What follows belongs to an exercise in optimizing a design on an open flow for small area, a short achievable clock period and few clock cycles; a production flow would make more cautious choices. Where RTL was checked, it was by simulation tests only, not by an equivalence proof against the original. Power and IR drop assume default switching activity.

==> raven <==
==> flow/design.v (excerpt) <==
module milight_periph (
    input  wire        clk,
    input  wire        rst,
    input  wire        in_valid,
    output wire        in_ready,
    input  wire [1:0]  in_kind,
    input  wire [15:0] in_word,
    output reg         out_valid,
    output reg  [7:0]  out_data,
    output wire [1:0]  attn
);
    localparam [1:0] C_ACT    = 2'b01, C_CFG   = 2'b10, C_START = 2'b11,    
                     S_STEP   = 2'b00, S_TICK  = 2'b01,                     
                     S_ARB    = 2'b10, S_TMO   = 2'b11,
                     W_START  = 2'b00, W_WRITE = 2'b01,                     
                     W_READ   = 2'b10, W_STOP  = 2'b11;
    wire [3:0] cmd_op  = in_word[15:12];
    wire [7:0] ip      = in_word[7:0];
    wire [3:0] sq_op   = in_word[7:4];
    wire [1:0] wk      = in_word[9:8];
    wire       k_cmd   = (in_kind == 2'd0);
    wire       k_sq    = (in_kind == 2'd1);
    wire       cb_ok   = (in_word[11:9] == 3'd0);
    wire       sb_ok   = (in_word[3:1] == 3'd0);
    wire [1:0] op_d  = k_cmd ? cmd_op[1:0] : k_sq ? {sq_op[2], sq_op[0]} : wk;
    wire       bus_d = k_cmd ? in_word[8] : k_sq ? in_word[0] : in_kind[0];
    wire cmd_ok = (cmd_op == 4'h1) || (cmd_op == 4'h2) || (cmd_op == 4'h3 && !ip[7]);
    wire sq_ok  = (sq_op == 4'h1) || (sq_op == 4'h2) || (sq_op == 4'h4) || (sq_op == 4'h5);
    wire w_ok   = !wk[1] || (ip[7:1] == 7'd0 && !(wk[0] && ip[0]));
    wire rst_d  = k_cmd && (in_word == 16'hF000);    
    wire [7:0] defd     = in_word[8] ? 8'hC6 : 8'h3F;
    wire       mask_bad = (ip == 8'h00) || ((ip & ~defd) != 8'h00);
    wire       class_ok = (ip == 8'h02) || (ip == 8'h03) || (ip == 8'h06);
    wire       bad_d    = cmd_op[1] ? !class_ok : mask_bad;
    wire c01_d  = k_cmd ? cmd_ok && !cb_ok : k_sq && sb_ok && (sq_op == 4'h3);
    reg        v;          
    reg        ex_c;       
    reg        ex_s;       
    reg        ex_w;       
    reg        c01;        
    reg        brst;       
    reg        bad;        
    reg  [1:0] op;
    reg        bq;
    reg  [7:0] p;
    reg        match0, match1;    
    reg        rdy;
    wire       en0, en1;
    wire [6:0] own0, own1;
    wire       accept = in_valid && rdy;
    assign     in_ready = rdy;
    always @(posedge clk) begin
        v      <= accept && !rst;
        ex_c   <= accept && !rst && k_cmd && cmd_ok && cb_ok;
  ...
==> module milight_bus, before the edit <==
module milight_bus #(
    parameter [7:0] DEFINED      = 8'h3F,   
    parameter       FLAG_IDX     = 1,       
    parameter [7:0] K3           = 8'h00,   
    parameter [7:0] K4           = 8'h00,   
    parameter       ATTN_EN      = 1,       
    parameter       ATTN_REL_EN  = 1,       
    parameter       ATTN_ACTIVE  = 1,       
    parameter [2:0] T_ASSERT     = 3'd3,
    parameter [2:0] T_HOLD       = 3'd7,
    parameter [2:0] T_RASSERT    = 3'd3,
    parameter [2:0] T_RHOLD      = 3'd7
) (
    input  wire       clk,
    input  wire       rst,         
    input  wire       do_act,      
    input  wire       do_cfg,      
    input  wire       do_start,    
    input  wire       do_tick,
    input  wire       do_step,
    input  wire       do_arb,
    input  wire       do_tmo,
    input  wire       do_wstart,   
    input  wire       do_wread,
    input  wire       do_wstop,
    input  wire [7:0] p,
    input  wire       match,       
    output wire       ready_ok,    
    output wire       idle,        
    output wire       en,          
    output wire       step_ok,
    output wire       fe_rd_o,
    output wire       fe_wr_o,
    output wire       fe_act_o,
    output wire [6:0] own_addr_o,
    output reg  [7:0] head,        
    output reg        attn_pin
);
    localparam [2:0] P_IDLE = 3'b000, P_CLEARED = 3'b001, P_RASSERT = 3'b010,
                     P_RHOLD = 3'b011, P_SET = 3'b100, P_ASSERT = 3'b101,
                     P_HOLD = 3'b110;
    localparam [0:0] PIN_IDLE = (ATTN_ACTIVE == 0);
    reg  [1:0] cc;           
    reg        engine_en;
    reg  [6:0] own_addr;
    reg        fe_rd, fe_wr, fe_active;
    reg  [2:0] phase;
    reg  [7:0] seq_mask;
    reg  [2:0] timer;
    reg  [1:0] s0_cc, s1_cc;   
    reg  [7:0] s0_fl, s1_fl;
    reg        ptr;            
    reg  [2:0] cnt;            
    reg  [2:0] h;              
    assign en       = engine_en;
    assign ready_ok = engine_en && (cc != 2'd0);
    assign idle     = (phase == P_IDLE);
    wire   tz       = (timer == 3'd0);
    assign step_ok  = !idle && tz;
    assign fe_rd_o  = fe_rd;
    assign fe_wr_o  = fe_wr;
    assign fe_act_o = fe_active;
    assign own_addr_o = own_addr;
    wire [7:0] flags = phase[2] ? (seq_mask & DEFINED) : 8'h00;
    wire       cnt8_7  = !cnt[2] && !cnt[1];
    wire       cnt3    =  cnt[2] && !cnt[1];
    wire [4:0] hi      = {h[2] & !h[1], h[2] & h[1], h[1] & h[0], !h[1] & h[0], !h[2] & !h[0]};
    wire       from_s1 = ptr ^ cnt8_7;
    wire [1:0] s_cc    = from_s1 ? s1_cc : s0_cc;
    wire [7:0] s_fl    = (from_s1 ? s1_fl : s0_fl) & DEFINED;
    wire       s_cfg   = (s_cc != 2'd0);
    always @* begin
        head = 8'h00;
        if (hi[0]) head = head | {5'd0, s_cc == 2'd3, s_cfg, s_cc == 2'd2};
        if (hi[FLAG_IDX]) head = head | s_fl;
        if (hi[3] && s_cfg) head = head | K3;
        if (hi[4] && s_cfg) head = head | K4;
    end
    wire addr_r = do_wstart && match && p[0];
    wire pop    = do_wread && fe_rd;
    wire refill = addr_r || (pop && cnt3);
    always @(posedge clk) begin
        if (rst) begin
            cc        <= 2'd0;
            engine_en <= 1'b0;
            fe_rd     <= 1'b0;
            fe_wr     <= 1'b0;
            fe_active <= 1'b0;
            phase     <= P_IDLE;
            timer     <= 3'd0;
            attn_pin  <= PIN_IDLE;
        end else begin
            if (do_act && ready_ok && idle)
                phase    <= P_SET;
            if (do_cfg && idle)
                cc <= {p[0] | p[2], ~p[0]};
            if (do_start && !engine_en)
                engine_en <= 1'b1;
            if (do_tick && !tz)
                timer <= timer - 3'd1;
            if (do_step && tz) case (phase)
                P_SET: begin
                    timer    <= T_ASSERT;
                    phase    <= P_ASSERT;
                    attn_pin <= (ATTN_EN != 0) ? ~PIN_IDLE : PIN_IDLE;
                end
                P_ASSERT: begin
                    timer    <= T_HOLD;
                    phase    <= P_HOLD;
                    attn_pin <= PIN_IDLE;
                end
                P_HOLD: phase <= P_CLEARED;
                P_CLEARED: begin
                    if (ATTN_REL_EN != 0) begin
                        timer    <= T_RASSERT;
                        phase    <= P_RASSERT;
                        attn_pin <= ~PIN_IDLE;
                    end else begin
                        phase    <= P_IDLE;
                    end
                end
                P_RASSERT: begin
                    timer    <= T_RHOLD;
                    phase    <= P_RHOLD;
                    attn_pin <= PIN_IDLE;
                end
                P_RHOLD: phase <= P_IDLE;
                default: ;
            endcase
            if (do_arb) fe_rd <= 1'b0;
            if (do_tmo || do_wstop) begin
                fe_rd     <= 1'b0;
                fe_wr     <= 1'b0;
                fe_active <= 1'b0;
            end
            if (do_wstart) begin
                fe_rd <= match &&  p[0];
                fe_wr <= match && !p[0];
                if (match) fe_active <= 1'b1;
            end
            if (pop && p[0]) fe_rd <= 1'b0;
        end
    end
    always @(posedge clk) begin
        if (idle)       seq_mask <= p;
        if (!engine_en) own_addr <= p[6:0];
    end
    always @(posedge clk) begin
        if (rst)
            ptr <= 1'b0;
        else if (refill)
            ptr <= ~ptr;
    end
    always @(posedge clk) begin
        if (refill) begin
            if (ptr) begin
                s0_cc <= cc;
                s0_fl <= flags;
            end else begin
                s1_cc <= cc;
                s1_fl <= flags;
            end
        end
        if (addr_r) begin
            cnt <= 3'b111;
            h   <= 3'b000;
        end else if (pop) begin
            cnt <= {cnt[1:0], ~cnt[2]};
            h   <= {h[1:0], !h[2] && !h[1]};
        end
    end
endmodule
==> flow/config.mk <==
export PLATFORM = sky130hd
export DESIGN_NAME = milight_periph
export DESIGN_NICKNAME = milight_periph
export VERILOG_FILES = /design/flow/design.v
export SDC_FILE = /design/flow/constraint.sdc
export NUM_CORES = 4
export LEC_CHECK = 0
export CAP_MARGIN = 20
export CORE_MARGIN = 2
export CORE_UTILIZATION = 40
export SETUP_SLACK_MARGIN = 4.0
export SLEW_MARGIN = 20
==> flow/constraint.sdc <==
create_clock -name core_clock -period 6.0 [get_ports {clk}]
set_input_delay 1.2000 -clock core_clock [delete_from_list [all_inputs] [get_ports {clk}]]
set_output_delay 1.2000 -clock core_clock [all_outputs]
set_load 0.01 [all_outputs]
standard.sh (not shown) runs the stock make flow with config.mk's settings and CLKGATE_MAP_FILE= SYNTH_SCRIPT=/design/flow/synth_recipe.tcl, a recipe that flattens the netlist after the stock synthesis.
==> flow/flow/run.sh <==
#!/bin/bash
# The standard layout (standard.sh) with three changes:
# - synthesis maps no half/full adder cells (ADDER_MAP_FILE empty), so ABC
#   maps all logic; the registers are those of the standard synthesis;
# - the port buffers are buf_2 cells;
# - the clock tree is built from a clkbuf_16 root and clkbuf_4 cluster
#   buffers, without dummy loads.
export BUFFER_PORTS_ARGS="-buffer_cell sky130_fd_sc_hd__buf_2"
export CTS_ARGS="-sink_clustering_enable -repair_clock_nets -buf_list sky130_fd_sc_hd__clkbuf_4 -root_buf sky130_fd_sc_hd__clkbuf_16 -dont_use_dummy_load -sink_clustering_size 30"
bash standard.sh ADDER_MAP_FILE= finish > standard.log 2>&1
==> garnet: changes against raven <==
--- a/flow/design.v
+++ b/flow/design.v
@@ -87,18 +87,22 @@
             fe_wr     <= 1'b0;
             fe_active <= 1'b0;
             phase     <= P_IDLE;
             timer     <= 3'd0;
             attn_pin  <= PIN_IDLE;
         end else begin
-            if (do_act && ready_ok && idle)
+            if (do_act && ready_ok && idle) begin
+                seq_mask <= p;
                 phase    <= P_SET;
+            end
             if (do_cfg && idle)
                 cc <= {p[0] | p[2], ~p[0]};
-            if (do_start && !engine_en)
+            if (do_start && !engine_en) begin
+                own_addr  <= p[6:0];
                 engine_en <= 1'b1;
+            end
             if (do_tick && !tz)
                 timer <= timer - 3'd1;
             if (do_step && tz) case (phase)
                 P_SET: begin
                     timer    <= T_ASSERT;
                     phase    <= P_ASSERT;
@@ -139,23 +143,14 @@
                 if (match) fe_active <= 1'b1;
             end
             if (pop && p[0]) fe_rd <= 1'b0;
         end
     end
     always @(posedge clk) begin
-        if (idle)       seq_mask <= p;
-        if (!engine_en) own_addr <= p[6:0];
-    end
-    always @(posedge clk) begin
-        if (rst)
-            ptr <= 1'b0;
-        else if (refill)
-            ptr <= ~ptr;
-    end
-    always @(posedge clk) begin
         if (refill) begin
+            ptr <= ~ptr;
             if (ptr) begin
                 s0_cc <= cc;
                 s0_fl <= flags;
             end else begin
                 s1_cc <= cc;
                 s1_fl <= flags;
@@ -178,77 +173,81 @@
     input  wire [1:0]  in_kind,
     input  wire [15:0] in_word,
     output reg         out_valid,
     output reg  [7:0]  out_data,
     output wire [1:0]  attn
 );
-    localparam [1:0] C_ACT    = 2'b01, C_CFG   = 2'b10, C_START = 2'b11,    
-                     S_STEP   = 2'b00, S_TICK  = 2'b01,                     
-                     S_ARB    = 2'b10, S_TMO   = 2'b11,
-                     W_START  = 2'b00, W_WRITE = 2'b01,                     
-                     W_READ   = 2'b10, W_STOP  = 2'b11;
+    localparam [3:0] A_ACT    = 4'b0010,
+                     A_CFG    = 4'b0100,
+                     A_START  = 4'b0110,
+                     A_STEP   = 4'b1000,
+                     A_TICK   = 4'b1001,
+                     A_ARB    = 4'b1010,
+                     A_TMO    = 4'b1011,
+                     A_WSTART = 4'b1100,
+                     A_WWRITE = 4'b1101,
+                     A_WREAD  = 4'b1110,
+                     A_WSTOP  = 4'b1111;
     wire [3:0] cmd_op  = in_word[15:12];
     wire [7:0] ip      = in_word[7:0];
     wire [3:0] sq_op   = in_word[7:4];
     wire [1:0] wk      = in_word[9:8];
     wire       k_cmd   = (in_kind == 2'd0);
     wire       k_sq    = (in_kind == 2'd1);
     wire       cb_ok   = (in_word[11:9] == 3'd0);
     wire       sb_ok   = (in_word[3:1] == 3'd0);
-    wire [1:0] op_d  = k_cmd ? cmd_op[1:0] : k_sq ? {sq_op[2], sq_op[0]} : wk;
+    wire [3:0] op_d  = k_cmd ? {1'b0, cmd_op[1:0], 1'b0} :
+                       k_sq  ? {2'b10, sq_op[2], sq_op[0]} : {2'b11, wk};
     wire       bus_d = k_cmd ? in_word[8] : k_sq ? in_word[0] : in_kind[0];
     wire cmd_ok = (cmd_op == 4'h1) || (cmd_op == 4'h2) || (cmd_op == 4'h3 && !ip[7]);
     wire sq_ok  = (sq_op == 4'h1) || (sq_op == 4'h2) || (sq_op == 4'h4) || (sq_op == 4'h5);
-    wire w_ok   = !wk[1] || (ip[7:1] == 7'd0 && !(wk[0] && ip[0]));
+    wire w_ok   = !(wk == 2'b10 && ip[7:1] != 7'd0) && !(wk == 2'b11 && ip != 8'h00);
+    wire ex_d   = k_cmd ? cmd_ok && cb_ok : k_sq ? sq_ok && sb_ok : w_ok;
     wire rst_d  = k_cmd && (in_word == 16'hF000);    
     wire [7:0] defd     = in_word[8] ? 8'hC6 : 8'h3F;
     wire       mask_bad = (ip == 8'h00) || ((ip & ~defd) != 8'h00);
     wire       class_ok = (ip == 8'h02) || (ip == 8'h03) || (ip == 8'h06);
     wire       bad_d    = cmd_op[1] ? !class_ok : mask_bad;
     wire c01_d  = k_cmd ? cmd_ok && !cb_ok : k_sq && sb_ok && (sq_op == 4'h3);
     reg        v;          
-    reg        ex_c;       
-    reg        ex_s;       
-    reg        ex_w;       
+    reg        ex;         
     reg        c01;        
     reg        brst;       
     reg        bad;        
-    reg  [1:0] op;
+    reg  [3:0] op;
     reg        bq;
     reg  [7:0] p;
     reg        match0, match1;    
     reg        rdy;
     wire       en0, en1;
     wire [6:0] own0, own1;
     wire       accept = in_valid && rdy;
     assign     in_ready = rdy;
     always @(posedge clk) begin
         v      <= accept && !rst;
-        ex_c   <= accept && !rst && k_cmd && cmd_ok && cb_ok;
-        ex_s   <= accept && !rst && k_sq && sq_ok && sb_ok;
-        ex_w   <= accept && !rst && in_kind[1] && w_ok;
+        ex     <= accept && !rst && ex_d;
         c01    <= c01_d;
         brst   <= rst || (accept && rst_d);
         op     <= op_d;
         bad    <= bad_d;
         bq     <= bus_d;
         p      <= ip;
         match0 <= !brst && en0 && (ip[7:1] == own0);
         match1 <= !brst && en1 && (ip[7:1] == own1);
         rdy    <= rst || !(accept && k_cmd && cmd_op == 4'h3);
     end
-    wire a_act   = ex_c && (op == C_ACT);
-    wire a_cfg   = ex_c && (op == C_CFG);
-    wire a_start = ex_c && (op == C_START);
-    wire a_tick  = ex_s && (op == S_TICK);
-    wire a_step  = ex_s && (op == S_STEP);
-    wire a_arb   = ex_s && (op == S_ARB);
-    wire a_tmo   = ex_s && (op == S_TMO);
-    wire a_wst   = ex_w && (op == W_START);
-    wire a_wrd   = ex_w && (op == W_READ);
-    wire a_wsp   = ex_w && (op == W_STOP);
+    wire a_act   = ex && (op == A_ACT);
+    wire a_cfg   = ex && (op == A_CFG);
+    wire a_start = ex && (op == A_START);
+    wire a_tick  = ex && (op == A_TICK);
+    wire a_step  = ex && (op == A_STEP);
+    wire a_arb   = ex && (op == A_ARB);
+    wire a_tmo   = ex && (op == A_TMO);
+    wire a_wst   = ex && (op == A_WSTART);
+    wire a_wrd   = ex && (op == A_WREAD);
+    wire a_wsp   = ex && (op == A_WSTOP);
     wire       rok0, idle0, sok0, frd0, fwr0, fac0;
     wire       rok1, idle1, sok1, frd1, fwr1, fac1;
     wire [7:0] head0, head1;
     milight_bus #(
         .DEFINED(8'h3F), .FLAG_IDX(1), .K3(8'h00), .K4(8'h00),
         .ATTN_EN(1), .ATTN_REL_EN(1), .ATTN_ACTIVE(0),
@@ -287,28 +286,26 @@
     wire       fwr  = bq ? fwr1   : fwr0;
     wire       fac  = bq ? fac1   : fac0;
     wire       m    = bq ? match1 : match0;
     wire [7:0] head = bq ? head1  : head0;
     reg [7:0] resp;
     always @* begin
-        if (ex_c) case (op)
-            C_ACT:    resp = !rok ? 8'h01 : !idle ? 8'h02 : bad ? 8'h03 : 8'h00;
-            C_CFG:    resp = !idle ? 8'h02 : bad ? 8'hFF : 8'h00;
-            default:  resp = {6'd0, en, 1'b0};                   
-        endcase else if (ex_s) case (op)
-            S_STEP:   resp = {7'd0, !sok};
-            S_TICK:   resp = 8'h00;
-            S_ARB:    resp = {7'd0, !frd};
-            default:  resp = {7'd0, !fac};                       
-        endcase else if (ex_w) case (op)
-            W_START:  resp = {7'd0, !m};
-            W_WRITE:  resp = {7'd0, !fwr};
-            W_READ:   resp = frd ? head : 8'hFF;
-            default:  resp = 8'h00;                              
-        endcase else
-            resp = brst ? 8'h00 : c01 ? 8'h01 : 8'hFF;
+        if (!ex) resp = brst ? 8'h00 : c01 ? 8'h01 : 8'hFF;
+        else case (op)
+            A_ACT:    resp = !rok ? 8'h01 : !idle ? 8'h02 : bad ? 8'h03 : 8'h00;
+            A_CFG:    resp = !idle ? 8'h02 : bad ? 8'hFF : 8'h00;
+            A_START:  resp = {6'd0, en, 1'b0};
+            A_STEP:   resp = {7'd0, !sok};
+            A_ARB:    resp = {7'd0, !frd};
+            A_TMO:    resp = {7'd0, !fac};
+            A_WSTART: resp = {7'd0, !m};
+            A_WWRITE: resp = {7'd0, !fwr};
+            A_WREAD:  resp = frd ? head : 8'hFF;
+            A_WSTOP:  resp = 8'h00;
+            default:  resp = 8'h00;    
+        endcase
     end
     always @(posedge clk) begin
         if (rst) out_valid <= 1'b0;
         else     out_valid <= v;
         out_data <= resp;
     end
==> flow/flow/run.sh (replaced) <==
#!/bin/bash
# The standard layout (standard.sh, with the standard flow's synthesis) with two changes:
# the port buffers are buf_2 cells, and the clock tree is built from a
# clkbuf_16 root and clkbuf_4 cluster buffers, without dummy loads.
export BUFFER_PORTS_ARGS="-buffer_cell sky130_fd_sc_hd__buf_2"
export CTS_ARGS="-sink_clustering_enable -repair_clock_nets -buf_list sky130_fd_sc_hd__clkbuf_4 -root_buf sky130_fd_sc_hd__clkbuf_16 -dont_use_dummy_load -sink_clustering_size 30"
bash standard.sh > standard.log 2>&1
SETUP_SLACK_MARGIN = 3.9   (was 4.0)
==> indigo: changes against raven <==
--- a/flow/design.v
+++ b/flow/design.v
@@ -197,24 +197,19 @@
     wire [1:0] op_d  = k_cmd ? cmd_op[1:0] : k_sq ? {sq_op[2], sq_op[0]} : wk;
     wire       bus_d = k_cmd ? in_word[8] : k_sq ? in_word[0] : in_kind[0];
     wire cmd_ok = (cmd_op == 4'h1) || (cmd_op == 4'h2) || (cmd_op == 4'h3 && !ip[7]);
     wire sq_ok  = (sq_op == 4'h1) || (sq_op == 4'h2) || (sq_op == 4'h4) || (sq_op == 4'h5);
     wire w_ok   = !wk[1] || (ip[7:1] == 7'd0 && !(wk[0] && ip[0]));
     wire rst_d  = k_cmd && (in_word == 16'hF000);    
-    wire [7:0] defd     = in_word[8] ? 8'hC6 : 8'h3F;
-    wire       mask_bad = (ip == 8'h00) || ((ip & ~defd) != 8'h00);
-    wire       class_ok = (ip == 8'h02) || (ip == 8'h03) || (ip == 8'h06);
-    wire       bad_d    = cmd_op[1] ? !class_ok : mask_bad;
     wire c01_d  = k_cmd ? cmd_ok && !cb_ok : k_sq && sb_ok && (sq_op == 4'h3);
     reg        v;          
     reg        ex_c;       
     reg        ex_s;       
     reg        ex_w;       
     reg        c01;        
     reg        brst;       
-    reg        bad;        
     reg  [1:0] op;
     reg        bq;
     reg  [7:0] p;
     reg        match0, match1;    
     reg        rdy;
     wire       en0, en1;
@@ -226,19 +221,22 @@
         ex_c   <= accept && !rst && k_cmd && cmd_ok && cb_ok;
         ex_s   <= accept && !rst && k_sq && sq_ok && sb_ok;
         ex_w   <= accept && !rst && in_kind[1] && w_ok;
         c01    <= c01_d;
         brst   <= rst || (accept && rst_d);
         op     <= op_d;
-        bad    <= bad_d;
         bq     <= bus_d;
         p      <= ip;
         match0 <= !brst && en0 && (ip[7:1] == own0);
         match1 <= !brst && en1 && (ip[7:1] == own1);
         rdy    <= rst || !(accept && k_cmd && cmd_op == 4'h3);
     end
+    wire [7:0] defd     = bq ? 8'hC6 : 8'h3F;
+    wire       mask_bad = (p == 8'h00) || ((p & ~defd) != 8'h00);
+    wire       class_ok = (p == 8'h02) || (p == 8'h03) || (p == 8'h06);
+    wire       bad      = op[1] ? !class_ok : mask_bad;
     wire a_act   = ex_c && (op == C_ACT);
     wire a_cfg   = ex_c && (op == C_CFG);
     wire a_start = ex_c && (op == C_START);
     wire a_tick  = ex_s && (op == S_TICK);
     wire a_step  = ex_s && (op == S_STEP);
     wire a_arb   = ex_s && (op == S_ARB);
SETUP_SLACK_MARGIN = 3.95   (was 4.0)
==> umber: changes against raven <==
--- a/flow/design.v
+++ b/flow/design.v
@@ -87,18 +87,22 @@
             fe_wr     <= 1'b0;
             fe_active <= 1'b0;
             phase     <= P_IDLE;
             timer     <= 3'd0;
             attn_pin  <= PIN_IDLE;
         end else begin
-            if (do_act && ready_ok && idle)
+            if (do_act && ready_ok && idle) begin
+                seq_mask <= p;
                 phase    <= P_SET;
+            end
             if (do_cfg && idle)
                 cc <= {p[0] | p[2], ~p[0]};
-            if (do_start && !engine_en)
+            if (do_start && !engine_en) begin
+                own_addr  <= p[6:0];
                 engine_en <= 1'b1;
+            end
             if (do_tick && !tz)
                 timer <= timer - 3'd1;
             if (do_step && tz) case (phase)
                 P_SET: begin
                     timer    <= T_ASSERT;
                     phase    <= P_ASSERT;
@@ -139,16 +143,12 @@
                 if (match) fe_active <= 1'b1;
             end
             if (pop && p[0]) fe_rd <= 1'b0;
         end
     end
     always @(posedge clk) begin
-        if (idle)       seq_mask <= p;
-        if (!engine_en) own_addr <= p[6:0];
-    end
-    always @(posedge clk) begin
         if (rst)
             ptr <= 1'b0;
         else if (refill)
             ptr <= ~ptr;
     end
     always @(posedge clk) begin
CORE_UTILIZATION = 45   (was 40)
SETUP_SLACK_MARGIN = 3.9   (was 4.0)
==> summary.txt <==
Outcome
  – Outcome: finished clean

Detailed routing
  – TritonRoute pass-1 iters: 5
  – Via count: ~4000

Timing
  – Period minus WS final: 1.997 ns
  – FMAX: 500.7 MHz

Critical path
  – Crit path arrival time: 0.80 ns
  – R2R depth: 6

Power
  – Comb. pwr: between 0.08 and 0.09 mW
  – Part of the power in registers: 0.654

Global route
  – First-pass GRT wire length: 19.01 mm
# the run above: raven

==> summary.txt <==
Critical path
  – Crit path arrival time: 2.47 ns
  – R2R depth: 5

Detailed routing
  – Initial drt markers: 235
  – Routed wl met3: ~660 um
  – TritonRoute pass-1 iters: 4
  – Via count: 3981
  – Via/cell ratio: 5.365

Timing
  – Period minus WS final: 2.197 ns

Power
  – Part of the power in registers: 0.655
  – Comb. pwr: 0.0694 mW

Global route
  – First-pass GRT wire length: between 15 and 20 mm

Outcome
  – Outcome: finished clean
# the run above: garnet

==> summary.txt <==
Outcome
  – Outcome: finished clean

Global route
  – First-pass GRT wire length: about 19 mm

CTS
  – Hold buffers post-CTS: 0

Critical path
  – Crit path arrival time: 0.83 ns
  – R2R depth: 5

Detailed routing
  – Via count: 3865
  – TritonRoute pass-1 iters: 4

Timing
  – Period minus WS final: between 2 and 2.5 ns
  – Worst hold slack: around 0.4 ns
  – FMAX: 493.0 MHz

Power
  – Part of the power in registers: 0.650
  – Comb. pwr: 0.0796 mW
# the run above: umber

==> summary.txt <==
Outcome
  – Outcome: finished clean

Timing
  – Period minus WS final: ~2.0 ns
  – FMAX: 494.3 MHz

Place
  – Final Wtd Congestion: 0.8797

Detailed routing
  – TritonRoute pass-1 iters: 5
  – Via count: 4016

Critical path
  – R2R depth: 5
  – Crit path arrival time: 0.82 ns
  – Crit-path cells: buf_6

Power
  – Comb. pwr: 0.0760 mW
  – Part of the power in registers: 0.657

CTS
  – CTS max path bufs: 2

Cells and area
  – Multi-input gate area: 2385 um^2
  – Multi-input gate count: 355

Global route
  – Routing usage on met2: 0.2700
  – First-pass GRT wire length: 19.51 mm
# the run above: indigo

Testbench counts of raven, summed over its fixed seeds: cycles 24,063.
Testbench counts of umber, summed over its fixed seeds: cycles 24,063.
The RTL of garnet and indigo was laid out without a check of its function.

[port drivers added, routing unchanged]
How much do the figures lean on ideal ports? The routed layouts below were timed once more, with nothing changed but the port constraints.
Step 1 sets driving cells, clkbuf_16 on the clock port and buf_2 on the other inputs (assumed; they add their load-dependent delay and slew).
Step 2 adds t to the input delays and takes it off the output delays; t is the mean of the earliest and latest rising clock arrival at the registers after step 1. Input paths then give back, and output paths get back, about the clock's delay inside the block.
Slacks: no drivers / after step 1 / after step 2; pairs: no drivers / after step 1.
run	shift t [ns]	setup WS [ns]	hold slack, ns	pins driven straight from the clock port
raven	0.390	4.003 / 3.963 / 3.658	0.443 / 0.443 / 0.443	1
garnet	0.390	3.803 / 3.805 / 3.415	0.407 / 0.407 / 0.407	1
indigo	0.379	3.977 / 3.940 / 3.672	0.458 / 0.458 / 0.458	1
umber	0.386	3.972 / 3.933 / 3.733	0.407 / 0.407 / 0.407	1
After both steps setup and hold are still met in every run listed. For garnet, which loses most, drivers alone change the setup slack by +0.002 ns; drivers and shift together by -0.388 ns.
